This is an optimization exercise on Yosys and OpenROAD, whose aim is small area, a short achievable clock period and few clock cycles per item, not a production implementation.
Only simulation tests tie the RTL to the original design; equivalence was not proved.
No activity file was given, so power comes from the tool's default toggle rates.

--- design/flow/flow/run.sh ---
#!/bin/bash
# Standard ORFS layout (the standard.sh) with these changes:
#  - the port buffers are made from the smallest buffer cell
#    (sky130_fd_sc_hd__buf_1) instead of buffer_ports' default choice;
#    timing repair still resizes them where the paths need it;
#  - synthesis leaves adders as plain gates for abc (ADDER_MAP_FILE empty)
#    rather than extracting them into fa/ha cells;
#  - clock tree synthesis adds no dummy load cells.
# Registers, their names and the synthesis script are otherwise unchanged.
set -uo pipefail
export BUFFER_PORTS_ARGS="-buffer_cell sky130_fd_sc_hd__buf_1"
export CTS_ARGS="-sink_clustering_enable -repair_clock_nets -dont_use_dummy_load -sink_clustering_size 40 -buf_list {sky130_fd_sc_hd__clkbuf_2 sky130_fd_sc_hd__clkbuf_4}"
bash standard.sh ADDER_MAP_FILE= finish > standard_flow.log 2>&1
status=$?
cp -r orfs/logs/sky130hd/bit_encoder/base orfs_logs 2>/dev/null
exit $status
--- design/flow/standard.sh ---
#!/bin/bash
# synth_recipe.tcl (not shown) runs the flow's synth.tcl, then flattens the netlist and writes it again
# the make line also repeats each setting of config.mk as NAME=value (left out here)
make -C /OpenROAD-flow-scripts/flow DESIGN_CONFIG=/design/flow/config.mk WORK_HOME=/design/flow/orfs CLKGATE_MAP_FILE= SYNTH_SCRIPT=/design/flow/synth_recipe.tcl "${@:-finish}"
--- design/flow/config.mk ---
export PLATFORM = sky130hd
export DESIGN_NAME = bit_encoder
export DESIGN_NICKNAME = bit_encoder
export VERILOG_FILES = /design/flow/design.v
export SDC_FILE = /design/flow/constraint.sdc
export NUM_CORES = 4
export LEC_CHECK = 0
export ABC_AREA = 1
export CAP_MARGIN = 20
export CORE_MARGIN = 2
export CORE_UTILIZATION = 35
export PLACE_DENSITY = 0.6
export SETUP_SLACK_MARGIN = 3.0
export SLEW_MARGIN = 20
--- design/flow/constraint.sdc ---
create_clock -name core_clock -period 6.0 [get_ports {clk}]
set_input_delay 1.2000 -clock core_clock [delete_from_list [all_inputs] [get_ports {clk}]]
set_output_delay 1.2000 -clock core_clock [all_outputs]
set_load 0.01 [all_outputs]
--- design/flow/design.v ---
module bit_encoder (
    input  wire        clk,
    input  wire        rst,         
    input  wire        cmd_valid,
    output wire        cmd_ready,
    input  wire [31:0] cmd_data,
    output wire        out_valid,
    input  wire        out_ready,
    output wire [7:0]  out_data,
    output wire [15:0] status,
    output wire        err
);
    localparam [1:0] CAUSE_BAD_OP    = 2'd1;
    localparam [1:0] CAUSE_RSVD_NZ   = 2'd2;
    localparam [1:0] CAUSE_BAD_WIDTH = 2'd3;
    reg [7:1]  pb;
    reg [2:0]  pn;
    reg        err_q;
    reg [1:0]  ecause;
    reg        trunc;
    reg [7:0]  ob0;
    reg [7:0]  ob1;
    reg        ov;
    reg        ov2;
    wire [7:0] pb8 = {pb, 1'b0};
    wire [1:0]  op    = cmd_data[31:30];
    wire [4:0]  width = cmd_data[20:16];
    wire [15:0] value = cmd_data[15:0];
    wire rsvd_nz   = |cmd_data[29:21];
    wire low_nz    = |cmd_data[20:0];
    wire width_bad = (width == 5'd0) || (width > 5'd16);
    wire is_flush  = (op == 2'b01) && !rsvd_nz && !low_nz;
    wire is_encode = (op == 2'b00) && !rsvd_nz && !width_bad;
    wire [1:0] cause = op[1]                 ? CAUSE_BAD_OP :
                       (op[0] || rsvd_nz)    ? CAUSE_RSVD_NZ :
                                               CAUSE_BAD_WIDTH;
    wire       g0     = pn[0] & width[0];
    wire       p1     = pn[1] ^ width[1];
    wire       c1     = (pn[1] & width[1]) | (p1 & g0);
    wire       p2     = pn[2] ^ width[2];
    wire       c2     = (pn[2] & width[2]) | (p2 & c1);
    wire [2:0] pn_new = {p2 ^ c1, p1 ^ g0, pn[0] ^ width[0]};
    wire       nb0    = width[4] | width[3] | c2;      
    wire       nb2    = width[4] | (width[3] & c2);
    wire       nb_lane1 = !width[4] && (width[3] ^ c2);
    wire [23:0] ys0 = pn_new[0] ? {1'b0, value, 7'd0} : {value, 8'd0};
    wire [23:0] ys1 = pn_new[1] ? {2'b0, ys0[23:2]}  : ys0;
    wire [23:0] y   = pn_new[2] ? {4'b0, ys1[23:4]}  : ys1;
    wire [7:0]  lane  = nb2 ? y[23:16] : nb_lane1 ? y[15:8] : y[7:0];
    wire [7:0]  pmask = 8'hFF >> pn;
    wire [7:0]  top   = pb8 | (lane & pmask);
    wire [7:0]  byte1 = y[15:8];
    wire [7:0]  pb_lo = y[7:0];
    wire [7:0]  pb_nx = nb0 ? pb_lo : top;
    wire value_trunc = (|(lane & ~pmask))
                     | (!nb0 && (|y[15:8]))
                     | (!nb2 && (|y[23:16]));
    assign cmd_ready = !ov2 && (!ov || out_ready);
    wire   accept    = cmd_valid && cmd_ready;
    assign out_valid = ov;
    assign out_data  = ob0;
    always @(posedge clk) begin
        if (rst) begin
            ob0 <= 8'd0;
            ob1 <= 8'd0;
        end else begin
            if (!ov || out_ready)
                ob0 <= ov2 ? ob1 : top;
            if (!ov2)
                ob1 <= byte1;
        end
    end
    always @(posedge clk) begin
        if (rst) begin
            pb     <= 7'd0;
            pn     <= 3'd0;
            err_q  <= 1'b0;
            ecause <= 2'd0;
            trunc  <= 1'b0;
            ov     <= 1'b0;
            ov2    <= 1'b0;
        end else if (accept) begin
            ov  <= (is_encode && nb0) || (is_flush && pn != 3'd0);
            ov2 <= is_encode && nb2;
            if (is_encode) begin
                pb  <= pb_nx[7:1];
                pn  <= pn_new;
                if (value_trunc)
                    trunc <= 1'b1;
            end else if (is_flush) begin
                pb  <= 7'd0;
                pn  <= 3'd0;
            end else if (!err_q) begin
                err_q  <= 1'b1;
                ecause <= cause;
            end
        end else if (ov && out_ready) begin
            ov  <= ov2;
            ov2 <= 1'b0;
        end
    end
    assign status = {1'b0, trunc, ecause, err_q, pn, pb8};
    assign err    = err_q;
endmodule
==> flow_summary_export.csv, run 1 <==
group,metric,value,unit
synth,muxShareOfSynthArea,0,
synth,yosys.area_share.xor_xnor,0,
clock_tree,cts_htree_levels,2,
die,die_w,91.59,um
setup_path,cp-start-kind,"input port",
setup_path,crit_top_cell,"buf_1",
placed_design,port_buffers,60,
synth,yosys_warnings,1,
clock_tree,postCtsHoldBufs,0,
sta,rsz0062_at_grt,"yes",
detailed_routing,wl,8059,um
detailed_routing,antenna_left,0,
finish,nNetsFinal,567,
global_routing,overflow,0,
die,die_height,91.59,um
die,core_area,7331,sq um
setup_path,critical_path.cell_chain,"buf_1 -> nor2_1 -> nor2_4 -> buf_1",
detailed_routing,vias,3142,
sta,fin_crit_sh,0.4905,
pwr,leakagePower,0.001461,uW
setup_path,crit_required,4.80,ns
sta,relSlewSlack,0.6019,
global_routing,grt_pass1_wl,13500,um
sta,fmax,339.8,MHz
pwr,ir_worst_vdd,83.92,uV
synth,avgSynthCellArea,5.548,sq um
detailed_routing,met2WireLength,3811,um
detailed_routing,wl_met3,354,um
die,die_area,8388,sq um
detailed_routing,drc,0,
setup_path,slowest_delay,0.24,ns
finish,synthToLayoutAreaGrowth,11.14,%
synth,seq_area_frac_synth,0.2386,
clock_tree,clockBufferDepth,2,
setup_path,cp_slowest_cell,"nor2_1",
setup_path,cp_top_family,"simple AND/OR/NAND/NOR gates",
finish,drive_above_1_share,0.06616,
synth,synth_top_family_by_area,"simple AND/OR/NAND/NOR gates",
synth,synthCells,484,
setup_path,critPathArrivalTime,1.74,ns
setup_path,criticalPathCategory,"input port to output pin",
worst_hold_path,hold_path_class,"register to register",
synth,synthSimpleGateAreaFrac,0.4916,
detailed_routing,vias_per_cell,5.003,
synth,netlist_area,2685,sq um
synth,synth-seq-cells,32,
detailed_routing,top_layer,"met4",
clock_tree,clkSinkCount,32,
sta,fin_hold_ws,0.4727,ns
setup_path,crit_fanout,2,
detailed_routing,met1Wirelength,3770,um
global_routing,grt.total_usage,0.1983,
synth,synth_compound_area_frac,0.1477,
pwr,powerDensity,156.1,nW/um^2
global_routing,antenna_found_initial,0,
run_status,outcome,"no timing/DRC/antenna violations",
flow_run,cap_violations,0,
sta,finalClockSkew,0.02173,ns
clock_tree,path_clk_slew,0.10,ns
clock_tree,cts_tree,"done",
detailed_routing,dr.first_iter.drc_count,248,
sta,setup_violations,0,
global_routing,grt_pass1_vias,2846,
placed_design,place_congestion,0.9577,
sta,final.setup.tns,0,ns
synth,synth_adder_area_share,0,
finish,diodes,0,
clock_tree,cts_buffers,5,
sta,fin_crit,2.943,ns
die,rows,31,
global_routing,grt_max_degree,33,
die,start_util,0.3663,
detailed_routing,wl_per_cell,12.83,um
clock_tree,clk_latency,0.33,ns
placed_design,hpwl,6412,um
clock_tree,cts-root-buf,"clkbuf_4",
detailed_routing,drtPass1Iterations,6,
sta,hold_viol,0,
die,io-pin-count,63,
setup_path,end_kind,"output pin",
sta,worst_pin_slew,0.5916,ns
setup_path,cp_num_buf_inv,2,
synth,synth.distinct_cells,39,
sta,slew_violations,0,
## layout by cell type (no fill, tap or decap), types with 3 or more instances in the layout
cell type / instances
a21oi_1: 31
a31o_2: 4
a31oi_1: 4
buf_1: 60
clkbuf_4: 5
dfxtp_1: 32
inv_1: 41
inv_2: 3
nand2_1: 205
nand2_2: 4
nand3_1: 53
nand4_1: 4
nor2_1: 30
nor2_4: 3
o21ai_0: 16
o21ai_1: 3
## per-layer routing
metal | GRT usage | vias to the layer above
met1 | 0.2611 | 1398
met5 | 0 | -
li1 | - | 1640
met3 | 0.03983 | 13
met2 | 0.3333 | 91
met4 | 0.04293 | 0
## cell type report
class / instances / area (sq um)
timing repair buffer: 62 / 240.2
multi-input combinational: 383 / 1757
fill: 843 / 4347
tap: 99 / 123.9
clock buffer: 5 / 37.54
sequential: 32 / 640.6
inverter: 47 / 185.2
## per-stage QoR
step	std cells	area, sq um	util	setup slack, ns	power [uW]
CTS	628	2954	0.4030	3.017	466.9
detailed placement	622	2902	0.3958	2.520	363.5
global route	628	2984	0.4071	2.965	501.4
global placement	622	2902	0.3958	2.441	364.3
floorplan	485	2689	-	3.106	328.5
finish	628	2984	0.4071	3.057	465.7
## cell usage after synthesis, drive strengths merged
cell type,n,area [sq um]
a21o,2,15.01
a21oi,33,172.7
a22oi,2,15.01
a31o,4,35.03
a31oi,4,25.02
a32oi,1,8.760
and2,1,6.260
buf,16,117.6
clkbuf,7,26.28
clkinv,1,5.000
conb,1,3.750
dfxtp,32,640.6
inv,46,175.2
nand2,211,812.0
nand3,55,292.8
nand3b,1,7.510
nand4,4,25.02
nor2,34,137.6
nor3,3,20.02
nor4,2,12.51
o211ai,1,7.510
o21ai,20,103.9
o21bai,1,7.510
o22ai,1,6.260
or2,1,6.260
## state kept, by name, indices dropped and copies added (netlist names), 2 cells and up
register,flops
pn,3
ecause,2
ob0,8
ob1,8
pb,7
## power breakdown
part	leakage, uW	switching [uW]	internal, uW
combinational	0.00118	92.5	43.3
sequential	0.000263	3.62	222
clock	0.0000230	64.7	39.1
## tightest hold or removal path, stage by stage (launching register included)
cell and delay (ns):
dfxtp_1 0.32, nand2_1 0.06, a21oi_1 0.05
## cell families after synthesis
logic type	Yosys count
AND/OR/NAND/NOR	312
flip-flops	32
other	1
buffers and inverters	70
AO/OA/AOI/OAI	69
## final timing paths
path	from	end	slack, ns	cells after the start
setup / recovery	out_ready	cmd_ready	3.06	4
hold / removal	ecause[0]	ecause[0]	0.47	2
setup reg to reg	pn[0]	trunc	3.57	14
hold reg to reg	ecause[0]	ecause[0]	0.47	2
## repair_timing
item,in CTS,in global routing
endpoints found under the setup margin,8,12
pin swaps,1,0
buffers inserted,1,0
resized for setup,2,9
Testbench counts, summed over its fixed seeds: cycles 13,921, items 13,063.
==> run 2: changes to the inputs <==
--- a/design/flow/config.mk
+++ b/design/flow/config.mk
@@ -10,5 +10,5 @@
 export CORE_MARGIN = 2
 export CORE_UTILIZATION = 35
 export PLACE_DENSITY = 0.6
-export SETUP_SLACK_MARGIN = 3.0
+export SETUP_SLACK_MARGIN = 3.1
 export SLEW_MARGIN = 20
==> run 2 against run 1 <==
Still clean. Register-to-register slack improved by 0.11 ns. Via count grew 1.2%. Worst hold slack about the same. Sequential power is essentially flat. Critical path type unchanged. Highest routed layer unchanged.
==> flow_summary_export.csv, run 2 <==
group,metric,value,unit
detailed_routing,dr.first_iter.drc_count,232,
synth,avgSynthCellArea,5.548,sq um
synth,seq_area_frac_synth,0.2386,
clock_tree,cts-root-buf,"clkbuf_4",
sta,relSlewSlack,0.6597,
detailed_routing,drc,0,
finish,multi_input_area,1799,sq um
synth,synth-main-ff-cell,"dfxtp_1",
sta,rsz0062_at_grt,"yes",
synth,synthCells,484,
finish,final_common_cell,"nand2_1",
finish,synthToLayoutAreaGrowth,15.89,%
sta,fin_crit,2.857,ns
setup_path,crit_required,4.80,ns
clock_tree,cts_htree_levels,2,
clock_tree,cts_buffers,5,
detailed_routing,wl,8170,um
synth,synth.distinct_cells,39,
sta,worst_pin_slew,0.5098,ns
global_routing,overflow,0,
die,die_area,8388,sq um
die,die_height,91.59,um
placed_design,port_buffers,60,
global_routing,grt_max_degree,33,
global_routing,grt.total_usage,0.1993,
finish,design_area,3112,sq um
placed_design,hpwl,6412,um
clock_tree,cts_tree,"done",
finish,final.fill_count,829,
run_status,outcome,"no timing/DRC/antenna violations",
finish,seq_area,640.6,sq um
synth,synth_area_leaders,"nand2_1, dfxtp_1, nand3_1",
placed_design,place_congestion,0.9577,
detailed_routing,wl_per_cell,12.81,um
global_routing,antenna_found_initial,0,
finish,drive_above_1_share,0.09462,
detailed_routing,drtPass1Iterations,5,
sta,finalClockSkew,0.02195,ns
detailed_routing,antenna_left,0,
worst_hold_path,hold_path_class,"register to register",
detailed_routing,vias,3179,
die,start_util,0.3663,
finish,final_cell_mix,"nand2_1, buf_1, nand3_1, inv_1, dfxtp_1",
synth,synth_edf_count,0,
clock_tree,path_clk_slew,0.10,ns
synth,netlist_area,2685,sq um
die,core_area,7331,sq um
setup_path,critPathArrivalTime,1.66,ns
clock_tree,clk_latency,0.33,ns
placed_design,placedCellCount,622,
die,io-pin-count,63,
synth,synthArstFlopShare,0,
global_routing,grt_pass1_vias,2852,
synth,synth_common_cells,"nand2_1, nand3_1, inv_1",
sta,setup_violations,0,
sta,fmax,350.0,MHz
pwr,ir_worst_vdd,84.12,uV
synth,synth-seq-cells,32,
detailed_routing,vias_per_cell,4.983,
setup_path,cp-start-kind,"input port",
pwr,powerDensity,152.3,nW/um^2
finish,nNetsFinal,577,
pwr,total_power,473.8,uW
synth,synth_largest_area_cell,"nand2_1",
finish,diodes,0,
placed_design,placement.cell_area,2902,sq um
setup_path,crit_fanout,2,
die,die_w,91.59,um
flow_run,cap_violations,0,
sta,hold_viol,0,
setup_path,end_kind,"output pin",
sta,final.setup.tns,0,ns
global_routing,grt_pass1_wl,13580,um
finish,stdcell_count,638,
sta,fin_crit_sh,0.4761,
synth,yosys_warnings,1,
clock_tree,clkSinkCount,32,
clock_tree,clockBufferDepth,2,
setup_path,criticalPathCategory,"input port to output pin",
pwr,leakagePower,0.001514,uW
die,rows,31,
synth,yosysMostFrequentCell,"nand2_1",
finish,largestRegisters,"ob0: 8 flops, ob1: 8 flops, pb: 7 flops",
sta,slew_violations,0,
synth,synth_top_area_frac,0.2894,
==> run 2: cell counts after synthesis <==
Identical to the previous run, type by type.
==> run 2: final timing paths <==
check	to	slack (ns)	start	depth (start not counted)
min reg2reg	ecause[0]	0.47	ecause[0]	2
max reg2reg	trunc	3.68	pn[1]	15
min	ecause[0]	0.47	ecause[0]	2
max	cmd_ready	3.14	out_ready	4
==> run 2: power by group <==
group          internal, uW  total, uW  switching, uW
sequential              222        226           3.61
combinational          47.8        143           95.2
clock                  39.1        105           65.6
==> run 2: cell families after synthesis <==
logic type | Yosys count | share of synthesized area
other | 1 | 0.001397
AO/OA/AOI/OAI | 69 | 0.1477
flip-flops | 32 | 0.2386
buffers and inverters | 70 | 0.1207
AND/OR/NAND/NOR | 312 | 0.4916
==> run 2: timing repair <==
action	in CTS	in global routing
hold buffers	0	0
pin swaps	1	4
endpoints found under the setup margin	11	17
resized for setup	4	21
buffers inserted	1	9
cloned	0	1
==> run 2: worst max-delay path, cell delays in order <==
cell      delay [ns]
buf_1           0.09
nor2_2          0.16
nor2_4          0.07
clkbuf_2        0.14
==> run 2: through the flow <==
step | util | hold WS [ns] | setup slack, ns
floorplan | - | 0.4405 | 3.106
global placement | 0.3958 | 0.4585 | 2.441
detailed placement | 0.3958 | 0.4586 | 2.520
CTS | 0.4038 | 0.4750 | 3.079
global route | 0.4245 | 0.4994 | 3.007
finish | 0.4245 | 0.4727 | 3.143
==> run 2: per-layer routing <==
layer | up-vias | track usage | wire length (um)
met5 | - | 0 | 0
li1 | 1660 | - | -
met4 | 0 | 0.04167 | 99
met1 | 1422 | 0.2641 | 3814
met2 | 86 | 0.3358 | 3889
met3 | 11 | 0.03734 | 366
==> run 2: cell type report <==
type / instances / area share
multi-input cells: 384 / 0.5782
flip-flops and latches: 32 / 0.2059
repair buffers: 71 / 0.09932
inverters: 47 / 0.06474
well taps: 99 / 0.03981
clock buffers: 5 / 0.01206
==> run 3: changes to the inputs <==
--- a/design/flow/config.mk
+++ b/design/flow/config.mk
@@ -10,5 +10,5 @@
 export CORE_MARGIN = 2
 export CORE_UTILIZATION = 35
 export PLACE_DENSITY = 0.6
-export SETUP_SLACK_MARGIN = 3.1
+export SETUP_SLACK_MARGIN = 3.15
 export SLEW_MARGIN = 20
==> run 3 against run 2 <==
Synthesized cell count is the same. Via count grew 5.3%. Worst setup slack gained 0.044 ns. Critical path type unchanged. Sequential cell count is the same.
==> flow_summary_export.csv, run 3 <==
group,metric,value,unit
pwr,powerDensity,146.9,nW/um^2
synth,muxShareOfSynthArea,0,
clock_tree,cts_tree,"done",
detailed_routing,drtPass1Iterations,8,
synth,synth.distinct_cells,39,
die,rows,31,
detailed_routing,antenna_left,0,
synth,synth_largest_area_cell,"nand2_1",
detailed_routing,dr.first_iter.drc_count,205,
sta,rsz0062_at_grt,"yes",
synth,synthArstFlopShare,0,
worst_hold_path,hold_end,"trunc",
setup_path,reg2reg_depth,15,
synth,synth-main-ff-cell,"dfxtp_1",
finish,final_cell_mix,"nand2_1, buf_1, nand3_1, inv_1, dfxtp_1",
finish,diodes,0,
global_routing,grt_max_degree,33,
die,die_w,91.59,um
detailed_routing,vias,3346,
synth,netlist_area,2685,sq um
global_routing,grt.total_usage,0.2055,
setup_path,rr_endpoint,"trunc",
clock_tree,cts_buffers,5,
synth,avgSynthCellArea,5.548,sq um
finish,final.fill_count,812,
worst_hold_path,worstHoldStart,"trunc",
detailed_routing,drc,0,
synth,synth-seq-cells,32,
placed_design,place_congestion,0.9486,
finish,largestRegisters,"ob0: 8 flops, ob1: 8 flops, pb: 7 flops",
setup_path,cp_slowest_cell,"buf_6",
finish,drive_above_1_share,0.1332,
synth,yosys.area_share.xor_xnor,0,
pwr,total_power,486.2,uW
synth,synthCells,484,
die,die_height,91.59,um
clock_tree,path_clk_slew,0.07,ns
detailed_routing,vias_per_cell,5.172,
sta,hold_viol,0,
synth,synth_compound_area_frac,0.1477,
worst_hold_path,min_path_cells,2,
setup_path,crit_fanout,2,
global_routing,grt_pass1_vias,2894,
clock_tree,postCtsHoldBufs,0,
synth,yosys_warnings,1,
sta,worst_pin_slew,0.5539,ns
worst_hold_path,hold_path_class,"register to register",
sta,setup_violations,0,
sta,fin_crit_sh,0.4688,
die,start_util,0.3663,
die,io-pin-count,63,
clock_tree,clockBufferDepth,2,
setup_path,cp-start-kind,"input port",
detailed_routing,wl_per_cell,13.93,um
sta,finalClockSkew,0.03046,ns
setup_path,slowest_delay,0.14,ns
setup_path,critical_path.cell_chain,"buf_6 -> nor2_4 -> nor2_4 -> buf_6",
synth,seq_area_frac_synth,0.2386,
clock_tree,cts-root-buf,"clkbuf_4",
setup_path,criticalPathCategory,"input port to output pin",
die,die_area,8388,sq um
clock_tree,cts_htree_levels,2,
setup_path,timing.rr.start,"pn[0]",
flow_run,cap_violations,0,
finish,nNetsFinal,586,
synth,synth_adder_area_share,0,
sta,fin_crit,2.813,ns
global_routing,grt_pass1_wl,13870,um
setup_path,crit_required,4.80,ns
finish,final_common_cell,"nand2_1",
pwr,leakagePower,0.001593,uW
setup_path,cp_num_buf_inv,2,
synth,yosysMostFrequentCell,"nand2_1",
setup_path,rrSetupSlack,3.59,ns
sta,final.setup.tns,0,ns
sta,fmax,355.6,MHz
finish,synthToLayoutAreaGrowth,23.30,%
global_routing,antenna_found_initial,0,
sta,relSlewSlack,0.6302,
synth,synth_common_cells,"nand2_1, nand3_1, inv_1",
synth,synth_top_area_frac,0.2894,
sta,slew_violations,0,
synth,synthSimpleGateAreaFrac,0.4916,
clock_tree,clk_latency,0.33,ns
setup_path,cp_top_family,"buffers and inverters",
synth,synth_area_leaders,"nand2_1, dfxtp_1, nand3_1",
run_status,outcome,"no timing/DRC/antenna violations",
synth,synth_top_family_by_area,"simple AND/OR/NAND/NOR gates",
global_routing,overflow,0,
setup_path,critPathArrivalTime,1.61,ns
die,core_area,7331,sq um
pwr,ir_worst_vdd,76.61,uV
detailed_routing,wl,9012,um
clock_tree,clkSinkCount,32,
synth,synth_edf_count,0,
setup_path,end_kind,"output pin",
placed_design,port_buffers,60,
placed_design,hpwl,6645,um
-- run 3: metal layers --
layer	wire length, um	GRT usage	share of wire
met5	0	0	0
met4	95	0.04167	0.011
met3	417	0.02822	0.046
met2	4307	0.3450	0.48
met1	4190	0.2800	0.46
-- run 3: stage by stage --
stage / area (sq um) / setup WS (ns) / hold WS [ns] / std cells / util
4_1_cts: 2992 / 3.133 / 0.4732 / 629 / 0.4081
3_5_place_dp: 2902 / 2.467 / 0.4574 / 622 / 0.3958
2_1_floorplan: 2690 / 3.207 / 0.4405 / 485 / -
5_1_grt: 3311 / 3.132 / 0.4879 / 647 / 0.4516
6_report: 3311 / 3.188 / 0.4760 / 647 / 0.4516
3_3_place_gp: 2902 / 2.457 / 0.4607 / 622 / 0.3958
-- run 3: what timing repair did --
action,in CTS,in global routing
pin swaps,1,9
endpoints found under the setup margin,13,17
setup buffers,2,13
resized for setup,11,46
gates cloned,0,5
-- run 3: worst reg2reg max path: cells and delay by family, from the launching register on --
family	cells	cell delay, ns
flops	1	0.65
buf+inv	2	0.25
simple gates	11	1.18
compound gates	2	0.24
-- run 3: how the worst max path moves through the flow --
stage | slack [ns] | end | cells past startpoint | from
after floorplan | 3.21 | cmd_ready | 3 | out_ready
after global placement | 2.46 | pb[3] | 9 | out_ready
after detailed placement | 2.47 | pb[4] | 9 | out_ready
after CTS | 3.13 | cmd_ready | 4 | out_ready
after global routing | 3.13 | trunc | 18 | cmd_data[17]
final | 3.19 | cmd_ready | 4 | out_ready
-- run 3: where the power goes --
| group | switching [uW] | internal (uW) |
|---|---|---|
| logic | 102 | 51.8 |
| registers | 3.49 | 222 |
| clock network | 67.5 | 39.1 |
| total | 173 | 313 |
-- run 3: cell type report --
cell class	count	area (sq um)	share of cell area
well taps	99	123.9	0.03741
multi-input cells	387	1906	0.5756
repair inverters	1	8.758	0.002645
clock buffers	5	37.54	0.01134
repair buffers	76	381.6	0.1153
inverters	47	212.7	0.06425
flip-flops and latches	32	640.6	0.1935
-- run 3: kinds of logic (layout without fill, tap and decap cells) --
| family | count (synthesis) | after routing |
|---|---|---|
| AOI/OAI and AO/OA | 69 | 69 |
| buffers and inverters | 70 | 129 |
| DFF | 32 | 32 |
| other | 1 | 2 |
| and+or+nand+nor | 312 | 316 |
==> run 4: changes to the inputs <==
--- a/design/flow/config.mk
+++ b/design/flow/config.mk
@@ -10,5 +10,5 @@
 export CORE_MARGIN = 2
 export CORE_UTILIZATION = 35
 export PLACE_DENSITY = 0.6
-export SETUP_SLACK_MARGIN = 3.15
+export SETUP_SLACK_MARGIN = 3.05
 export SLEW_MARGIN = 20
==> run 4 against run 3 <==
Still clean on timing, DRC and antenna. Sequential share of layout area rose by 2.1 points. Via count fell by 5.9%. Die area did not move. Clock skew shrank 0.0065 ns. Register-to-register slack improved by 0.06 ns. Highest routed layer unchanged.
==> flow_summary_export.csv, run 4 <==
group,metric,value,unit
clock_tree,cts_tree,"done",
clock_tree,clkSinkCount,32,
synth,yosys_warnings,1,
global_routing,grt_max_degree,33,
clock_tree,cts-root-buf,"clkbuf_4",
detailed_routing,wl,8088,um
finish,synthToLayoutAreaGrowth,11.23,%
detailed_routing,vias_per_cell,5.014,
die,die_w,91.59,um
clock_tree,clk_latency,0.34,ns
pwr,leakagePower,0.001461,uW
synth,synth_common_cells,"nand2_1, nand3_1, inv_1",
sta,fin_crit_sh,0.4797,
synth,synth-seq-cells,32,
pwr,ir_worst_vdd,84.39,uV
worst_hold_path,worstHoldStart,"ecause[0]",
sta,worst_pin_slew,0.6145,ns
synth,synth_largest_area_cell,"nand2_1",
placed_design,placement.cell_area,2902,sq um
placed_design,port_buffers,60,
flow_run,cap_violations,0,
synth,synth_area_leaders,"nand2_1, dfxtp_1, nand3_1",
sta,slew_violations,0,
synth,synth_top_family_by_area,"simple AND/OR/NAND/NOR gates",
die,start_util,0.3663,
finish,final.fill_count,843,
global_routing,antenna_found_initial,0,
pwr,powerDensity,156.7,nW/um^2
finish,final_core_util,0.4074,
setup_path,critPathArrivalTime,1.68,ns
sta,setup_violations,0,
setup_path,reg2reg_depth,15,
finish,seq_area,640.6,sq um
worst_hold_path,hold_path_class,"register to register",
detailed_routing,dr.first_iter.drc_count,229,
die,die_height,91.59,um
setup_path,end_kind,"output pin",
global_routing,overflow,0,
detailed_routing,wl_met3,391,um
setup_path,crit_required,4.80,ns
detailed_routing,drtPass1Iterations,5,
global_routing,grt.total_usage,0.1983,
die,die_area,8388,sq um
synth,synth_adder_area_share,0,
synth,synth_compound_area_frac,0.1477,
synth,synth_edf_count,0,
synth,synth-main-ff-cell,"dfxtp_1",
placed_design,place_congestion,0.9577,
synth,synthSimpleGateAreaFrac,0.4916,
finish,multi_input_area,1759,sq um
worst_hold_path,min_path_cells,2,
clock_tree,path_clk_slew,0.10,ns
clock_tree,postCtsHoldBufs,0,
setup_path,cp-start-kind,"input port",
synth,synth_top_area_frac,0.2894,
detailed_routing,wl_per_cell,12.88,um
run_status,outcome,"no timing/DRC/antenna violations",
finish,design_area,2987,sq um
finish,drive_above_1_share,0.06805,
placed_design,hpwl,6412,um
synth,netlist_area,2685,sq um
finish,diodes,0,
clock_tree,cts_buffers,5,
die,rows,31,
detailed_routing,top_layer,"met4",
synth,seq_area_frac_synth,0.2386,
clock_tree,clockBufferDepth,2,
setup_path,slowest_delay,0.18,ns
synth,yosysMostFrequentCell,"nand2_1",
detailed_routing,met1Wirelength,3817,um
sta,relSlewSlack,0.5866,
finish,final_common_cell,"nand2_1",
worst_hold_path,hold_end,"ecause[0]",
setup_path,critical_path.cell_chain,"buf_1 -> nor2_2 -> nor2_4 -> buf_1",
detailed_routing,antenna_left,0,
synth,synthCells,484,
setup_path,rrSetupSlack,3.65,ns
clock_tree,cts_htree_levels,2,
setup_path,cp_slowest_cell,"nor2_2",
sta,fmax,347.4,MHz
sta,final.setup.tns,0,ns
detailed_routing,drc,0,
synth,synthArstFlopShare,0,
global_routing,grt_pass1_wl,13500,um
setup_path,crit_top_cell,"buf_1",
synth,muxShareOfSynthArea,0,
sta,finalClockSkew,0.02392,ns
detailed_routing,vias,3149,
setup_path,rr_endpoint,"trunc",
sta,fin_crit,2.878,ns
setup_path,timing.rr.start,"pn[1]",
setup_path,crit_fanout,2,
die,io-pin-count,63,
die,core_area,7331,sq um
finish,final_cell_mix,"nand2_1, buf_1, nand3_1, inv_1, dfxtp_1",
synth,yosys.area_share.xor_xnor,0,
synth,synth.distinct_cells,39,
synth,avgSynthCellArea,5.548,sq um
global_routing,grt_pass1_vias,2846,
detailed_routing,met2WireLength,3766,um
sta,rsz0062_at_grt,"yes",
sta,hold_viol,0,
finish,nNetsFinal,567,
setup_path,criticalPathCategory,"input port to output pin",
finish,largestRegisters,"ob0: 8 flops, ob1: 8 flops, pb: 7 flops",
## run 4: cell counts after synthesis
No cell type changed its count.
## run 4: logic make-up (layout without fill, tap and decap cells)
kind of cell | count (synthesis) | in the layout
simple gates | 312 | 312
buf+inv | 70 | 114
compound gates | 69 | 69
flops | 32 | 32
other cells | 1 | 2
## run 4: area by class of cell
class / instances / area share
multi-input cells: 383 / 0.5890
well taps: 99 / 0.04147
inverters: 47 / 0.06200
flip-flops and latches: 32 / 0.2145
clock buffers: 5 / 0.01257
repair buffers: 62 / 0.08044
## run 4: worst max-delay path, delay by kind of cell
kind | cells | cell delay [ns]
buf+inv | 2 | 0.23
simple gates | 2 | 0.25
## run 4: per-stage QoR
step	setup WS (ns)	power, uW	std cells	hold slack (ns)
6_report	3.122	467.9	628	0.4724
5_1_grt	2.965	501.5	628	0.4994
4_1_cts	3.079	467.0	628	0.4750
3_5_place_dp	2.520	363.5	622	0.4586
3_3_place_gp	2.441	364.3	622	0.4585
2_1_floorplan	3.106	328.5	485	0.4405
## run 4: worst max path at each step
| stage | cells past startpoint | slack, ns | from | end |
|---|---|---|---|---|
| 3_3_place_gp | 9 | 2.44 | out_ready | pb[6] |
| 3_5_place_dp | 9 | 2.52 | out_ready | pb[6] |
| 6_report | 4 | 3.12 | out_ready | cmd_ready |
| 4_1_cts | 4 | 3.08 | out_ready | cmd_ready |
| 2_1_floorplan | 3 | 3.11 | out_ready | cmd_ready |
| 5_1_grt | 18 | 2.96 | cmd_data[16] | trunc |
## run 4: report_power, final
group          internal, uW  leakage [uW]  switching [uW]  total [uW]
Combinational          43.4       0.00118            92.5         136
Clock                  39.1     0.0000230            66.9         106
Sequential              222      0.000263            3.58         226
## run 4: repair_timing
item,in CTS,in global routing
endpoints found under the setup margin,10,19
gates resized for setup,3,10
buffers inserted,1,0
pin swaps,1,0
## run 4: metal layers
metal / vias up / global-route usage
li1: 1641 / -
met1: 1397 / 0.2611
met2: 98 / 0.3333
met3: 13 / 0.03983
met4: 0 / 0.04293
met5: - / 0
==> run 5: changes to the inputs <==
--- a/design/flow/config.mk
+++ b/design/flow/config.mk
@@ -8,7 +8,7 @@
 export ABC_AREA = 1
 export CAP_MARGIN = 20
 export CORE_MARGIN = 2
-export CORE_UTILIZATION = 35
+export CORE_UTILIZATION = 45
 export PLACE_DENSITY = 0.6
 export SETUP_SLACK_MARGIN = 3.05
 export SLEW_MARGIN = 20
==> run 5 against run 4 <==
Sequential cell count did not move. Synthesized cell count unchanged. Worst setup slack lost 0.032 ns. Clock power about the same. Register-to-register slack barely moved. Total power rose by 2.9%. Clock-buffer cell count stayed put. Global-route usage increased by 6.0 points. Via count increased by 4.6%. Cell count decreased by 1.3%. Cell area grew 6.2%. Non-clock buffer count up 13. Highest routed layer unchanged.
==> flow_summary_export.csv, run 5 <==
group,metric,value,unit
run_status,outcome,"no timing/DRC/antenna violations",
worst_hold_path,min_path_cells,2,
sta,slew_violations,0,
setup_path,crit_top_cell,"buf_1",
die,start_util,0.4589,
synth,synth_area_leaders,"nand2_1, dfxtp_1, nand3_1",
placed_design,place_congestion,0.9413,
sta,final.setup.tns,0,ns
finish,final_common_cell,"nand2_1",
setup_path,cp-endpoint,"cmd_ready",
sta,worst_pin_slew,0.5935,ns
finish,drive_above_1_share,0.1064,
sta,setup_violations,0,
setup_path,end_kind,"output pin",
finish,nNetsFinal,583,
synth,synthArstFlopShare,0,
sta,worst_slack,3.089,ns
clock_tree,postCtsHoldBufs,0,
synth,synth-main-ff-cell,"dfxtp_1",
setup_path,slowest_delay,0.21,ns
die,rows,28,
setup_path,worstSetupStartpoint,"out_ready",
clock_tree,clkSinkCount,32,
detailed_routing,drtPass1Iterations,5,
detailed_routing,vias_per_cell,5.313,
detailed_routing,wl_met3,530,um
die,core_area,5851,sq um
synth,seq_area_frac_synth,0.2386,
global_routing,grt_pass1_wl,13160,um
placed_design,pre_cts_ws,2.465,ns
detailed_routing,wl_per_cell,13.23,um
setup_path,rr_endpoint,"trunc",
setup_path,reg2reg_depth,14,
synth,yosys_warnings,1,
clock_tree,cts_tree,"done",
setup_path,crit_required,4.80,ns
die,die_w,81.25,um
die,die_height,81.25,um
clock_tree,path_clk_slew,0.08,ns
sta,finalClockSkew,0.02991,ns
global_routing,antenna_found_initial,0,
setup_path,crit_fanout,2,
synth,yosysMostFrequentCell,"nand2_1",
sta,fmax,343.6,MHz
finish,diodes,0,
detailed_routing,met2WireLength,3672,um
clock_tree,cts_buffers,5,
detailed_routing,antenna_left,0,
die,io-pin-count,63,
sta,fin_crit_sh,0.4851,
finish,final_cell_mix,"nand2_1, buf_1, nand3_1, inv_1, dfxtp_1",
sta,relSlewSlack,0.6007,
synth,synth_edf_count,0,
global_routing,grt_max_degree,33,
flow_run,cap_violations,0,
clock_tree,cts_htree_levels,2,
setup_path,cp-start-kind,"input port",
synth,synth-seq-cells,32,
setup_path,criticalPathCategory,"input port to output pin",
setup_path,critPathArrivalTime,1.71,ns
setup_path,timing.rr.start,"pn[0]",
pwr,leakagePower,0.001571,uW
clock_tree,cts-root-buf,"clkbuf_4",
detailed_routing,drc,0,
detailed_routing,wl,8204,um
finish,stdcell_count,620,
sta,fin_crit,2.911,ns
global_routing,grt_pass1_vias,2883,
clock_tree,clk_latency,0.35,ns
global_routing,overflow,0,
pwr,powerDensity,151.8,nW/um^2
synth,synth_largest_area_cell,"nand2_1",
synth,synth_top_area_frac,0.2894,
synth,netlist_area,2685,sq um
global_routing,grt.total_usage,0.2587,
synth,synth.distinct_cells,39,
placed_design,placedCellCount,598,
detailed_routing,met1Wirelength,3783,um
finish,largestRegisters,"ob0: 8 flops, ob1: 8 flops, pb: 7 flops",
placed_design,hpwl,6232,um
detailed_routing,top_layer,"met4",
synth,synth_common_cells,"nand2_1, nand3_1, inv_1",
sta,hold_viol,0,
setup_path,cp_slowest_cell,"nor2_1",
die,die_area,6601,sq um
detailed_routing,dr.first_iter.drc_count,220,
sta,rsz0062_at_grt,"yes",
worst_hold_path,hold_path_class,"register to register",
placed_design,port_buffers,60,
pwr,ir_worst_vdd,84.26,uV
worst_hold_path,worstHoldStart,"ob1[1]",
finish,synthToLayoutAreaGrowth,18.13,%
detailed_routing,vias,3294,
clock_tree,clockBufferDepth,2,
setup_path,rrSetupSlack,3.65,ns
setup_path,critical_path.cell_chain,"buf_1 -> nor2_1 -> nor2_4 -> buf_1",
synth,avgSynthCellArea,5.548,sq um
synth,synthCells,484,
==> run 5: cell counts after synthesis <==
No cell type changed its count.
==> run 5: final cells by class <==
type                    count  area, sq um
clock buffers               5        37.54
fillers                   660         2679
inverters                  47        207.7
multi-input cells         386         1839
flip-flops and latches     32        640.6
well taps                  75        93.84
repair buffers             75        352.8
==> run 5: power by group <==
part	leakage [uW]	internal, uW	switching (uW)	total [uW]
registers	0.000263	222	3.40	226
logic	0.00129	51.2	96.5	148
clock network	0.0000230	39.1	68.8	108
==> run 5: repair_timing <==
| item | in CTS | in global routing |
|---|---|---|
| gates cloned | 0 | 3 |
| pin swaps | 1 | 5 |
| setup buffers | 1 | 13 |
| setup endpoints to repair | 8 | 15 |
| gates resized for setup | 2 | 29 |
==> run 5: worst max-delay path: cells and delay by family <==
family | cells | cell delay (ns)
buffers and inverters | 2 | 0.22
AND/OR/NAND/NOR | 2 | 0.28
==> run 5: cells by family after synthesis <==
family / Yosys count / synth area share
AOI/OAI and AO/OA: 69 / 0.1477
buffers and inverters: 70 / 0.1207
DFF: 32 / 0.2386
other: 1 / 0.001397
and+or+nand+nor: 312 / 0.4916
==> run 5: routing by layer <==
| metal | global-route usage | vias to the layer above |
|---|---|---|
| met5 | 0 | - |
| met4 | 0.09661 | 0 |
| met1 | 0.3383 | 1482 |
| li1 | - | 1672 |
| met3 | 0.05111 | 25 |
| met2 | 0.4207 | 115 |
==> run 5: worst min-delay path by stage <==
| stage | to |
|---|---|
| global placement | ecause[0] |
| floorplan | trunc |
| finish | ob1[1] |
| global route | ecause[1] |
| CTS | ecause[1] |
| detailed placement | ecause[1] |
==> run 5: metrics by stage <==
step / cell area [sq um] / hold WS [ns] / util / total power (uW)
CTS: 2924 / 0.4732 / 0.4998 / 469.0
floorplan: 2689 / 0.4405 / - / 328.5
global placement: 2872 / 0.4589 / 0.4908 / 363.1
finish: 3172 / 0.4726 / 0.5421 / 481.5
global route: 3172 / 0.4975 / 0.5421 / 515.3
detailed placement: 2872 / 0.4582 / 0.4908 / 362.7
==> run 6: changes to the inputs <==
--- a/design/flow/config.mk
+++ b/design/flow/config.mk
@@ -8,7 +8,7 @@
 export ABC_AREA = 1
 export CAP_MARGIN = 20
 export CORE_MARGIN = 2
-export CORE_UTILIZATION = 45
+export CORE_UTILIZATION = 30
 export PLACE_DENSITY = 0.6
 export SETUP_SLACK_MARGIN = 3.05
 export SLEW_MARGIN = 20
==> run 6 against run 5 <==
Still clean on timing, DRC and antenna. Die area increased by 47%. Non-clock buffer count fell by 4. Worst hold slack worse by 0.0047 ns.
==> flow_summary_export.csv, run 6 <==
group,metric,value,unit
finish,final_common_cell,"nand2_1",
placed_design,hpwl,6571,um
placed_design,place_congestion,0.9020,
setup_path,slowest_delay,0.17,ns
finish,drive_above_1_share,0.1000,
clock_tree,clockBufferDepth,2,
finish,largestRegisters,"ob0: 8 flops, ob1: 8 flops, pb: 7 flops",
die,io-pin-count,63,
setup_path,crit_top_cell,"buf_1",
sta,fin_crit,2.865,ns
global_routing,overflow,0,
global_routing,antenna_found_initial,0,
setup_path,criticalPathCategory,"input port to output pin",
sta,hold_viol,0,
synth,synth-seq-cells,32,
detailed_routing,vias,3228,
pwr,seq_power_share,0.474,
sta,setup_violations,0,
synth,synth.distinct_cells,39,
setup_path,crit_required,4.80,ns
clock_tree,clkSinkCount,32,
pwr,power.switching,166.6,uW
sta,final.setup.tns,0,ns
pwr,p_int,310.1,uW
synth,netlist_area,2685,sq um
clock_tree,path_clk_slew,0.08,ns
clock_tree,cts-root-buf,"clkbuf_4",
finish,final.fill_count,976,
detailed_routing,vias_per_cell,4.981,
global_routing,grt_max_degree,33,
detailed_routing,dr.first_iter.drc_count,169,
sta,slew_violations,0,
detailed_routing,antenna_left,0,
synth,yosys_warnings,1,
finish,nNetsFinal,578,
setup_path,critical_path.cell_chain,"buf_1 -> nor2_2 -> nor2_4 -> buf_1",
synth,synth_common_cells,"nand2_1, nand3_1, inv_1",
synth,synthArstFlopShare,0,
worst_hold_path,hold_path_class,"register to register",
pwr,p_clk_frac,0.222,
die,rows,34,
sta,worst_pin_slew,0.5066,ns
clock_tree,postCtsHoldBufs,0,
clock_tree,cts_htree_levels,2,
sta,finalClockSkew,0.01604,ns
setup_path,cp-start-kind,"input port",
finish,final_cell_mix,"nand2_1, buf_1, nand3_1, inv_1, dfxtp_1",
synth,synth_edf_count,0,
setup_path,crit_fanout,2,
global_routing,grt_pass1_wl,13590,um
setup_path,end_kind,"output pin",
die,start_util,0.3079,
clock_tree,cts_buffers,5,
synth,synth_top_area_frac,0.2894,
die,core_area,8721,sq um
synth,synth_largest_area_cell,"nand2_1",
global_routing,grt.total_usage,0.1707,
pwr,p_comb_frac,0.304,
pwr,ir_worst_vdd,66.27,uV
pwr,swShare,0.3494,
placed_design,port_buffers,60,
sta,rsz0062_at_grt,"yes",
pwr,leakagePower,0.001526,uW
sta,relSlewSlack,0.6618,
synth,avgSynthCellArea,5.548,sq um
sta,fin_hold_ws,0.4679,ns
die,die_w,98.61,um
setup_path,critPathArrivalTime,1.66,ns
setup_path,cp_slowest_cell,"nor2_2",
detailed_routing,drc,0,
detailed_routing,drtPass1Iterations,5,
flow_run,cap_violations,0,
global_routing,grt_pass1_vias,2969,
pwr,powerDensity,150.9,nW/um^2
synth,yosysMostFrequentCell,"nand2_1",
synth,synth_area_leaders,"nand2_1, dfxtp_1, nand3_1",
synth,seq_area_frac_synth,0.2386,
detailed_routing,wl_per_cell,13.09,um
run_status,outcome,"no timing/DRC/antenna violations",
clock_tree,clk_latency,0.34,ns
synth,synth-main-ff-cell,"dfxtp_1",
die,die_area,9723,sq um
clock_tree,cts_tree,"done",
finish,diodes,0,
sta,fin_crit_sh,0.4775,
detailed_routing,wl,8483,um
sta,fmax,349.1,MHz
synth,synthCells,484,
finish,synthToLayoutAreaGrowth,17.61,%
die,die_height,98.61,um
## run 6: final timing paths
kind              startpoint         to  slack, ns  depth (start not counted)
hold / removal         trunc      trunc       0.47                          2
setup reg to reg       pn[2]      trunc       3.61                         16
hold reg to reg        trunc      trunc       0.47                          2
setup / recovery   out_ready  cmd_ready       3.14                          4
## run 6: through the flow
| stage | instance area [sq um] | cells | worst slack, ns | power [uW] | utilization |
|---|---|---|---|---|---|
| 6_report | 3158 | 648 | 3.135 | 476.7 | 0.3621 |
| 5_1_grt | 3158 | 648 | 2.993 | 512.7 | 0.3621 |
| 4_1_cts | 2979 | 637 | 3.065 | 470.4 | 0.3416 |
| 3_3_place_gp | 2913 | 631 | 2.583 | 364.4 | 0.3340 |
| 3_5_place_dp | 2913 | 631 | 2.542 | 364.4 | 0.3340 |
| 2_1_floorplan | 2689 | 485 | 3.106 | 328.5 | - |
## run 6: logic make-up after synthesis
kind of cell,Yosys count,share of synthesized area
and+or+nand+nor,312,0.4916
buffers and inverters,70,0.1207
AOI/OAI and AO/OA,69,0.1477
DFF,32,0.2386
other,1,0.001397
## run 6: area by class of cell
cell class | count | area (sq um) | area share
Multi-Input combinational cell | 385 | 1834 | 0.5808
Clock buffer | 5 | 37.54 | 0.01189
Sequential cell | 32 | 640.6 | 0.2029
Tap cell | 108 | 135.1 | 0.04279
Timing Repair Buffer | 71 | 307.8 | 0.09746
Inverter | 47 | 202.7 | 0.06418
## run 6: timing repair
item	CTS	global route
setup endpoints to repair	9	14
cloned	0	2
buffers inserted	1	9
resized for setup	6	24
pin swaps	1	6
## run 6: power groups by stage
stage | registers (uW) | clock network [uW] | logic (uW)
global placement | 231 | 0 | 133
CTS | 226 | 110 | 135
finish | 226 | 106 | 145
global route | 227 | 120 | 165
detailed placement | 231 | 0 | 133
floorplan | 233 | 0 | 95.1
## run 6: critical path: cells and delay by family
family	cells	cell delay (ns)
AND/OR/NAND/NOR	2	0.23
buffers and inverters	2	0.23
## run 6: per-layer routing
layer	GRT usage	wire length, um	vias up
met3	0.02624	444	11
met1	0.2113	3801	1455
met5	0	0	-
met2	0.3103	4146	95
li1	-	-	1667
met4	0.04004	91	0
==> run 7: changes to the inputs <==
--- a/design/flow/config.mk
+++ b/design/flow/config.mk
@@ -8,7 +8,7 @@
 export ABC_AREA = 1
 export CAP_MARGIN = 20
 export CORE_MARGIN = 2
-export CORE_UTILIZATION = 30
+export CORE_UTILIZATION = 40
 export PLACE_DENSITY = 0.6
 export SETUP_SLACK_MARGIN = 3.05
 export SLEW_MARGIN = 20
==> run 7 against run 6 <==
Worst hold slack improved by 0.0096 ns. Combinational power decreased by 6%. Still clean. Clock-buffer cell count unchanged. Global-route usage increased by 5.3 points. Non-clock buffer count decreased by 7. Routed wire length decreased by 5.0%. Critical path type unchanged. Critical path depth unchanged. Worst setup slack got worse by 0.021 ns. Die area decreased by 24%. Sequential share of layout area increased by 1.2 points.
==> flow_summary_export.csv, run 7 <==
group,metric,value,unit
run_status,outcome,"no timing/DRC/antenna violations",
detailed_routing,antenna_left,0,
global_routing,overflow,0,
clock_tree,path_clk_slew,0.09,ns
sta,fmax,346.5,MHz
clock_tree,postCtsHoldBufs,0,
sta,setup_violations,0,
sta,fin_hold_ws,0.4775,ns
worst_hold_path,hold_path_class,"register to register",
synth,synth_top_area_frac,0.2894,
clock_tree,clk_latency,0.34,ns
placed_design,place_congestion,0.9634,
die,die_height,85.93,um
die,die_w,85.93,um
die,die_area,7384,sq um
synth,seq_area_frac_synth,0.2386,
synth,synth_area_leaders,"nand2_1, dfxtp_1, nand3_1",
pwr,leakagePower,0.001474,uW
synth,synth.distinct_cells,39,
finish,largestRegisters,"ob0: 8 flops, ob1: 8 flops, pb: 7 flops",
detailed_routing,met2WireLength,3809,um
setup_path,crit_required,4.80,ns
synth,yosysMostFrequentCell,"nand2_1",
synth,synthCells,484,
clock_tree,cts_htree_levels,2,
die,io-pin-count,63,
finish,final_common_cell,"nand2_1",
clock_tree,clkSinkCount,32,
global_routing,grt_max_degree,33,
setup_path,criticalPathCategory,"input port to output pin",
detailed_routing,vias,3169,
pwr,ir_worst_vdd,101.4,uV
detailed_routing,top_layer,"met4",
finish,nNetsFinal,569,
setup_path,rrSetupSlack,3.72,ns
global_routing,grt_pass1_wl,13480,um
clock_tree,cts-root-buf,"clkbuf_4",
sta,hold_viol,0,
sta,fin_crit_sh,0.4810,
sta,slew_violations,0,
detailed_routing,wl_per_cell,13.26,um
finish,drive_above_1_share,0.07156,
setup_path,crit_fanout,2,
clock_tree,cts_tree,"done",
finish,synthToLayoutAreaGrowth,11.00,%
pwr,total_power,471.4,uW
detailed_routing,wl,8060,um
detailed_routing,wl_met3,298,um
synth,synth_largest_area_cell,"nand2_1",
synth,synth-main-ff-cell,"dfxtp_1",
detailed_routing,dr.first_iter.drc_count,171,
synth,synth_common_cells,"nand2_1, nand3_1, inv_1",
setup_path,critPathArrivalTime,1.69,ns
setup_path,end_kind,"output pin",
synth,avgSynthCellArea,5.548,sq um
sta,worst_pin_slew,0.5604,ns
sta,finalClockSkew,0.02828,ns
finish,diodes,0,
global_routing,grt_pass1_vias,2841,
sta,relSlewSlack,0.6229,
global_routing,antenna_found_initial,0,
detailed_routing,drtPass1Iterations,5,
synth,netlist_area,2685,sq um
sta,fin_crit,2.886,ns
placed_design,port_buffers,60,
placed_design,hpwl,6447,um
clock_tree,cts_buffers,5,
die,start_util,0.4181,
setup_path,worstSetupStartpoint,"out_ready",
sta,final.setup.tns,0,ns
detailed_routing,met1Wirelength,3876,um
worst_hold_path,worstHoldStart,"trunc",
setup_path,timing.rr.start,"pn[1]",
detailed_routing,drc,0,
synth,synth-seq-cells,32,
sta,rsz0062_at_grt,"yes",
synth,yosys_warnings,1,
global_routing,grt.total_usage,0.2240,
flow_run,cap_violations,0,
synth,synthArstFlopShare,0,
finish,final_cell_mix,"nand2_1, buf_1, nand3_1, inv_1, dfxtp_1",
detailed_routing,vias_per_cell,5.212,
setup_path,cp-start-kind,"input port",
die,rows,29,
synth,synth_edf_count,0,
pwr,powerDensity,158.2,nW/um^2
clock_tree,clockBufferDepth,2,
die,core_area,6422,sq um
## run 7: timing repair
| action | 4_1_cts | 5_1_grt |
|---|---|---|
| setup buffers | 1 | 2 |
| resized for setup | 2 | 13 |
| pin swaps | 1 | 1 |
| setup endpoints to repair | 8 | 17 |
## run 7: logic make-up (layout without fill, tap and decap cells)
kind of cell           Yosys count  count (layout)  synth area share
buffers and inverters           70             116            0.1207
AO/OA/AOI/OAI                   69              69            0.1477
AND/OR/NAND/NOR                312             312            0.4916
other                            1               2          0.001397
flip-flops                      32              32            0.2386
## run 7: layout make-up
cell class | instances | area [sq um]
fillers | 727 | 3442
multi-input cells | 383 | 1760
flip-flops and latches | 32 | 640.6
repair buffers | 64 | 255.2
inverters | 47 | 190.2
well taps | 77 | 96.34
clock buffers | 5 | 37.54
## run 7: worst max-delay path: stages
cell    delay (ns)
buf_1         0.09
nor2_2        0.18
nor2_4        0.07
buf_1         0.15
## run 7: power breakdown
| group | leakage [uW] | switching [uW] | total (uW) | internal (uW) |
|---|---|---|---|---|
| Combinational | 0.00119 | 93.0 | 137 | 44.3 |
| Sequential | 0.000263 | 3.54 | 226 | 223 |
| Clock | 0.0000230 | 68.9 | 108 | 39.1 |
| Total | 0.00147 | 165 | 471 | 306 |
## run 7: per-layer routing
metal	track usage	vias up
met5	0	-
met4	0.04329	0
met3	0.03561	9
met2	0.3721	60
met1	0.3075	1455
li1	-	1645
## run 7: worst paths after layout
kind	depth (start not counted)	end
worst min register to register	2	trunc
worst max register to register	15	trunc
worst max-delay path	4	cmd_ready
worst min-delay path	2	trunc
## run 7: through the flow
step	util	worst slack [ns]	cells	cell area, sq um
floorplan	-	3.106	485	2689
global placement	0.4475	2.544	600	2874
detailed placement	0.4475	2.532	600	2874
CTS	0.4557	3.082	606	2927
global route	0.4641	2.962	608	2980
finish	0.4641	3.114	608	2980
==> run 8: changes to the inputs <==
--- a/design/flow/config.mk
+++ b/design/flow/config.mk
@@ -12,3 +12,4 @@
 export PLACE_DENSITY = 0.6
 export SETUP_SLACK_MARGIN = 3.05
 export SLEW_MARGIN = 20
+export TNS_END_PERCENT = 0
==> run 8 against run 7 <==
Still clean. Clock-buffer cell count is the same. Largest cell class unchanged. Routed wire length up 0.19%. Worst setup slack got worse by 0.063 ns. Core utilization fell by 0.078 points. Cell count stayed put. Synthesized cell count stayed put. Synthesized area unchanged. Largest power group unchanged. Die area stayed put. First-iteration DRC count is 1.8% lower.
==> flow_summary_export.csv, run 8 <==
group,metric,value,unit
die,start_util,0.4181,
sta,slew_violations,0,
finish,nNetsFinal,569,
detailed_routing,vias,3167,
clock_tree,path_clk_slew,0.09,ns
setup_path,rrSetupSlack,3.71,ns
sta,worst_pin_slew,0.5613,ns
synth,synth_largest_area_cell,"nand2_1",
clock_tree,postCtsHoldBufs,0,
synth,yosysMostFrequentCell,"nand2_1",
synth,netlist_area,2685,sq um
die,die_w,85.93,um
finish,final_common_cell,"nand2_1",
global_routing,overflow,0,
die,die_height,85.93,um
setup_path,criticalPathCategory,"input port to output pin",
worst_hold_path,worstHoldStart,"trunc",
flow_run,cap_violations,0,
detailed_routing,dr.first_iter.drc_count,168,
global_routing,use_met2,0.3721,
pwr,leakagePower,0.001474,uW
detailed_routing,drtPass1Iterations,5,
finish,seq_area,640.6,sq um
detailed_routing,antenna_left,0,
detailed_routing,wl_per_cell,13.28,um
setup_path,reg2reg_depth,16,
clock_tree,cts_htree_levels,2,
placed_design,port_buffers,60,
run_status,outcome,"no timing/DRC/antenna violations",
synth,synth_top_area_frac,0.2894,
global_routing,met1_usage,0.3075,
sta,hold_viol,0,
synth,synthCells,484,
synth,synth_edf_count,0,
global_routing,grt_pass1_vias,2841,
sta,setup_violations,0,
pwr,total_power,471.6,uW
setup_path,cp-start-kind,"input port",
synth,synthArstFlopShare,0,
sta,finalClockSkew,0.02948,ns
setup_path,cp_slowest_cell,"nor2_1",
global_routing,busiest_layer,"met2",
die,die_area,7384,sq um
global_routing,grt_pass1_wl,13480,um
sta,fmax,339.1,MHz
clock_tree,clk_latency,0.34,ns
finish,multi_input_area,1755,sq um
sta,fin_crit,2.949,ns
worst_hold_path,hold_end,"trunc",
clock_tree,clockBufferDepth,2,
sta,fin_crit_sh,0.4915,
clock_tree,clkSinkCount,32,
die,core_area,6422,sq um
global_routing,use_met3,0.03561,
placed_design,placedCellCount,600,
setup_path,critical_path.cell_chain,"buf_1 -> nor2_1 -> nor2_4 -> buf_1",
worst_hold_path,hold_path_class,"register to register",
detailed_routing,vias_per_cell,5.209,
sta,final.setup.tns,0,ns
finish,diodes,0,
die,io-pin-count,63,
setup_path,critPathArrivalTime,1.75,ns
finish,drive_above_1_share,0.06780,
detailed_routing,wl,8075,um
setup_path,crit_top_cell,"buf_1",
synth,synth.distinct_cells,39,
worst_hold_path,min_path_cells,2,
global_routing,grt_max_degree,33,
setup_path,crit_required,4.80,ns
synth,yosys_warnings,1,
finish,final.fill_count,730,
setup_path,timing.rr.start,"pn[1]",
pwr,powerDensity,158.5,nW/um^2
synth,synth_area_leaders,"nand2_1, dfxtp_1, nand3_1",
pwr,ir_worst_vdd,101.9,uV
placed_design,place_congestion,0.9634,
sta,relSlewSlack,0.6223,
setup_path,worstSetupStartpoint,"out_ready",
clock_tree,cts_buffers,5,
synth,synth-seq-cells,32,
finish,stdcell_count,608,
synth,synth-main-ff-cell,"dfxtp_1",
setup_path,crit_fanout,2,
setup_path,end_kind,"output pin",
sta,rsz0062_at_grt,"yes",
die,rows,29,
finish,largestRegisters,"ob0: 8 flops, ob1: 8 flops, pb: 7 flops",
setup_path,rr_endpoint,"trunc",
global_routing,grt.total_usage,0.2240,
setup_path,slowest_delay,0.23,ns
clock_tree,cts_tree,"done",
finish,synthToLayoutAreaGrowth,10.81,%
global_routing,antenna_found_initial,0,
synth,seq_area_frac_synth,0.2386,
finish,final_cell_mix,"nand2_1, buf_1, nand3_1, inv_1, dfxtp_1",
detailed_routing,drc,0,
placed_design,hpwl,6447,um
synth,synth_common_cells,"nand2_1, nand3_1, inv_1",
synth,avgSynthCellArea,5.548,sq um
clock_tree,cts-root-buf,"clkbuf_4",
[run 8: through the flow]
step | utilization | setup WS (ns) | area (sq um) | hold slack (ns)
after CTS | 0.4557 | 3.082 | 2927 | 0.4768
final | 0.4633 | 3.051 | 2975 | 0.4761
after global routing | 0.4633 | 2.961 | 2975 | 0.4908
after global placement | 0.4475 | 2.544 | 2874 | 0.4569
after detailed placement | 0.4475 | 2.532 | 2874 | 0.4585
after floorplan | - | 3.106 | 2689 | 0.4405
[run 8: worst max-delay path by stage]
stage / end / slack, ns / cells past startpoint
final: cmd_ready / 3.05 / 4
after global routing: trunc / 2.96 / 18
after CTS: trunc / 3.08 / 15
after detailed placement: pb[2] / 2.53 / 9
after global placement: pb[7] / 2.54 / 9
after floorplan: cmd_ready / 3.11 / 3
[run 8: cell families after synthesis]
kind of cell | synth area share
buffers and inverters | 0.1207
and+or+nand+nor | 0.4916
DFF | 0.2386
AOI/OAI and AO/OA | 0.1477
other | 0.001397
[run 8: layout make-up]
| type | count | share of cell area |
|---|---|---|
| repair buffers | 64 | 0.08579 |
| multi-input cells | 383 | 0.5900 |
| inverters | 47 | 0.06392 |
| clock buffers | 5 | 0.01262 |
| flip-flops and latches | 32 | 0.2153 |
| well taps | 77 | 0.03238 |
[run 8: where the power goes]
part	switching [uW]	total, uW	internal, uW	leakage (uW)
logic	93.0	137	44.2	0.00119
registers	3.54	226	223	0.000263
clock network	69.2	108	39.1	0.0000230
[run 8: worst max-delay path: cells and delay by family]
kind | cells | cell delay (ns)
and+or+nand+nor | 2 | 0.32
buffers and inverters | 2 | 0.23
[run 8: timing repair]
item	in CTS	in global routing
pin swaps	1	1
gates cloned	0	0
gates resized for setup	2	11
setup buffers	1	2
setup endpoints to repair	8	17
[run 8: routing by layer]
metal / share of wire / up-vias
met1: 0.47 / 1439
met3: 0.046 / 9
li1: - / 1644
met5: 0 / -
met2: 0.47 / 75
met4: 0.012 / 0
==> run 9: changes to the inputs <==
--- a/design/flow/config.mk
+++ b/design/flow/config.mk
@@ -9,7 +9,7 @@
 export CAP_MARGIN = 20
 export CORE_MARGIN = 2
 export CORE_UTILIZATION = 40
+export GPL_TIMING_DRIVEN = 1
 export PLACE_DENSITY = 0.6
 export SETUP_SLACK_MARGIN = 3.05
 export SLEW_MARGIN = 20
-export TNS_END_PERCENT = 0
==> run 9 against run 8 <==
Global-route usage unchanged. Register-to-register slack about the same. Core utilization up 0.078 points. Largest cell class unchanged. Still clean on timing, DRC and antenna. Clock-buffer cell count unchanged. Non-clock buffer count unchanged.
==> flow_summary_export.csv, run 9 <==
group,metric,value,unit
run_status,outcome,"no timing/DRC/antenna violations",
synth,seq_area_frac_synth,0.2386,
setup_path,criticalPathCategory,"input port to output pin",
global_routing,grt_pass1_wl,13480,um
clock_tree,clkSinkCount,32,
detailed_routing,vias,3169,
die,io-pin-count,63,
die,die_area,7384,sq um
finish,diodes,0,
sta,fin_crit,2.886,ns
global_routing,grt_pass1_vias,2841,
synth,synth.distinct_cells,39,
placed_design,hpwl,6447,um
sta,finalClockSkew,0.02828,ns
detailed_routing,met2WireLength,3809,um
synth,synthArstFlopShare,0,
global_routing,overflow,0,
detailed_routing,vias_per_cell,5.212,
finish,final_common_cell,"nand2_1",
setup_path,end_kind,"output pin",
synth,synth_area_leaders,"nand2_1, dfxtp_1, nand3_1",
synth,synth_edf_count,0,
setup_path,rrSetupSlack,3.72,ns
setup_path,cp_slowest_cell,"nor2_2",
detailed_routing,wl_per_cell,13.26,um
pwr,leakagePower,0.001474,uW
clock_tree,clk_latency,0.34,ns
setup_path,critical_path_cell_count,4,
die,start_util,0.4181,
global_routing,grt_max_degree,33,
synth,synth-seq-cells,32,
worst_hold_path,min_path_cells,2,
clock_tree,postCtsHoldBufs,0,
detailed_routing,wl,8060,um
setup_path,critical_path.cell_chain,"buf_1 -> nor2_2 -> nor2_4 -> buf_1",
placed_design,pre_cts_ws,2.532,ns
clock_tree,cts_htree_levels,2,
global_routing,grt.total_usage,0.2240,
synth,yosysMostFrequentCell,"nand2_1",
synth,synth-main-ff-cell,"dfxtp_1",
synth,avgSynthCellArea,5.548,sq um
placed_design,port_buffers,60,
sta,slew_violations,0,
placed_design,place_congestion,0.9634,
die,core_area,6422,sq um
detailed_routing,dr.first_iter.drc_count,171,
finish,nNetsFinal,569,
synth,synth_largest_area_cell,"nand2_1",
setup_path,crit_top_cell,"buf_1",
global_routing,antenna_found_initial,0,
sta,fmax,346.5,MHz
setup_path,slowest_delay,0.18,ns
synth,synth_top_area_frac,0.2894,
sta,hold_viol,0,
clock_tree,cts-root-buf,"clkbuf_4",
setup_path,cp-start-kind,"input port",
clock_tree,cts_buffers,5,
clock_tree,clockBufferDepth,2,
setup_path,cp_num_buf_inv,2,
die,rows,29,
setup_path,crit_fanout,2,
detailed_routing,antenna_left,0,
synth,netlist_area,2685,sq um
clock_tree,path_clk_slew,0.09,ns
die,die_height,85.93,um
sta,worst_slack,3.114,ns
setup_path,reg2reg_depth,15,
finish,synthToLayoutAreaGrowth,11.00,%
sta,setup_violations,0,
synth,synth_common_cells,"nand2_1, nand3_1, inv_1",
pwr,powerDensity,158.2,nW/um^2
detailed_routing,wl_met3,298,um
pwr,ir_worst_vdd,101.4,uV
setup_path,crit_required,4.80,ns
detailed_routing,met1Wirelength,3876,um
setup_path,cp_top_family,"simple AND/OR/NAND/NOR gates",
synth,synthCells,484,
worst_hold_path,hold_path_class,"register to register",
synth,yosys_warnings,1,
finish,largestRegisters,"ob0: 8 flops, ob1: 8 flops, pb: 7 flops",
flow_run,cap_violations,0,
detailed_routing,top_layer,"met4",
sta,relSlewSlack,0.6229,
sta,fin_crit_sh,0.4810,
pwr,total_power,471.4,uW
finish,final_cell_mix,"nand2_1, buf_1, nand3_1, inv_1, dfxtp_1",
sta,final.setup.tns,0,ns
sta,rsz0062_at_grt,"yes",
detailed_routing,drc,0,
setup_path,critPathArrivalTime,1.69,ns
die,die_w,85.93,um
sta,worst_pin_slew,0.5604,ns
clock_tree,cts_tree,"done",
finish,drive_above_1_share,0.07156,
detailed_routing,drtPass1Iterations,5,
==> run 9: cell counts after synthesis <==
No cell type changed its count.
==> run 9: final cells by class <==
class	instances	area, sq um
Multi-Input combinational cell	383	1760
Clock buffer	5	37.54
Sequential cell	32	640.6
Timing Repair Buffer	64	255.2
Inverter	47	190.2
Tap cell	77	96.34
Fill cell	727	3442
==> run 9: through the flow <==
| stage | instances | utilization | instance area (sq um) | hold WS (ns) |
|---|---|---|---|---|
| after floorplan | 485 | - | 2689 | 0.4405 |
| after global placement | 600 | 0.4475 | 2874 | 0.4569 |
| after detailed placement | 600 | 0.4475 | 2874 | 0.4585 |
| after CTS | 606 | 0.4557 | 2927 | 0.4768 |
| after global routing | 608 | 0.4641 | 2980 | 0.4908 |
| final | 608 | 0.4641 | 2980 | 0.4775 |
==> run 9: final timing paths <==
| path | startpoint | endpoint |
|---|---|---|
| max | out_ready | cmd_ready |
| min | trunc | trunc |
| max reg2reg | pn[1] | trunc |
| min reg2reg | trunc | trunc |
==> run 9: cell families (layout without fill, tap and decap cells) <==
| group | Yosys count | in the layout | share of synthesized area |
|---|---|---|---|
| other cells | 1 | 2 | 0.001397 |
| compound gates | 69 | 69 | 0.1477 |
| buf+inv | 70 | 116 | 0.1207 |
| simple gates | 312 | 312 | 0.4916 |
| flops | 32 | 32 | 0.2386 |
==> run 9: repair_timing <==
item | CTS | global route
buffers inserted | 1 | 2
gates resized for setup | 2 | 13
pin swaps | 1 | 1
setup endpoints to repair | 8 | 17
==> run 9: report_power, final <==
| group | internal [uW] | switching, uW |
|---|---|---|
| clock | 39.1 | 68.9 |
| sequential | 223 | 3.54 |
| combinational | 44.3 | 93.0 |
==> run 9: metal layers <==
metal | track usage | vias to the layer above
met5 | 0 | -
met4 | 0.04329 | 0
met3 | 0.03561 | 9
met2 | 0.3721 | 60
met1 | 0.3075 | 1455
li1 | - | 1645
==> run 9: tightest hold or removal path: stages, from the launching register on <==
cell	delay, ns
dfxtp_1	0.33
inv_1	0.06
a21oi_2	0.05

## what the ideal ports hide
The flow's constraints put no driver on any port. The routed layouts listed below were extracted and timed again, unchanged, in two steps. Step 1 sets driving cells, clkbuf_16 on the clock port and buf_2 on the other inputs (assumed; they add their load-dependent delay and slew). Step 2 times the ports against the registers' clock, not the clock port: input delays grow and output delays shrink by t, the midpoint of the rising clock arrivals with the driver on. Slacks: no drivers / after step 1 / after step 2; pairs: no drivers / after step 1.
| run | shift t [ns] | setup WS [ns] | worst setup path after step 2 | slew at the worst register clock pin (ns) | worst data-port slew with drivers (ns) |
|---|---|---|---|---|---|
| run 1 | 0.346 | 3.057 / 3.031 / 2.811 | input to register | 0.10 / 0.10 | 0.03 |
| run 2 | 0.346 | 3.143 / 3.116 / 2.881 | input to register | 0.10 / 0.10 | 0.03 |
| run 3 | 0.345 | 3.188 / 3.152 / 2.900 | input to register | 0.11 / 0.11 | 0.04 |
| run 4 | 0.352 | 3.122 / 3.094 / 2.823 | input to register | 0.10 / 0.10 | 0.03 |
| run 5 | 0.363 | 3.089 / 3.070 / 2.812 | input to register | 0.12 / 0.12 | 0.03 |
| run 6 | 0.353 | 3.135 / 3.114 / 2.845 | input to register | 0.10 / 0.10 | 0.03 |
| run 7 | 0.350 | 3.114 / 3.089 / 2.853 | input to register | 0.10 / 0.10 | 0.03 |
| run 8 | 0.348 | 3.051 / 3.028 / 2.837 | input to register | 0.11 / 0.11 | 0.03 |
| run 9 | 0.350 | 3.114 / 3.089 / 2.853 | input to register | 0.10 / 0.10 | 0.03 |
After both steps setup and hold are still met in every run listed. For run 4, which loses most, drivers alone change the setup slack by -0.028 ns; drivers and shift together by -0.299 ns.
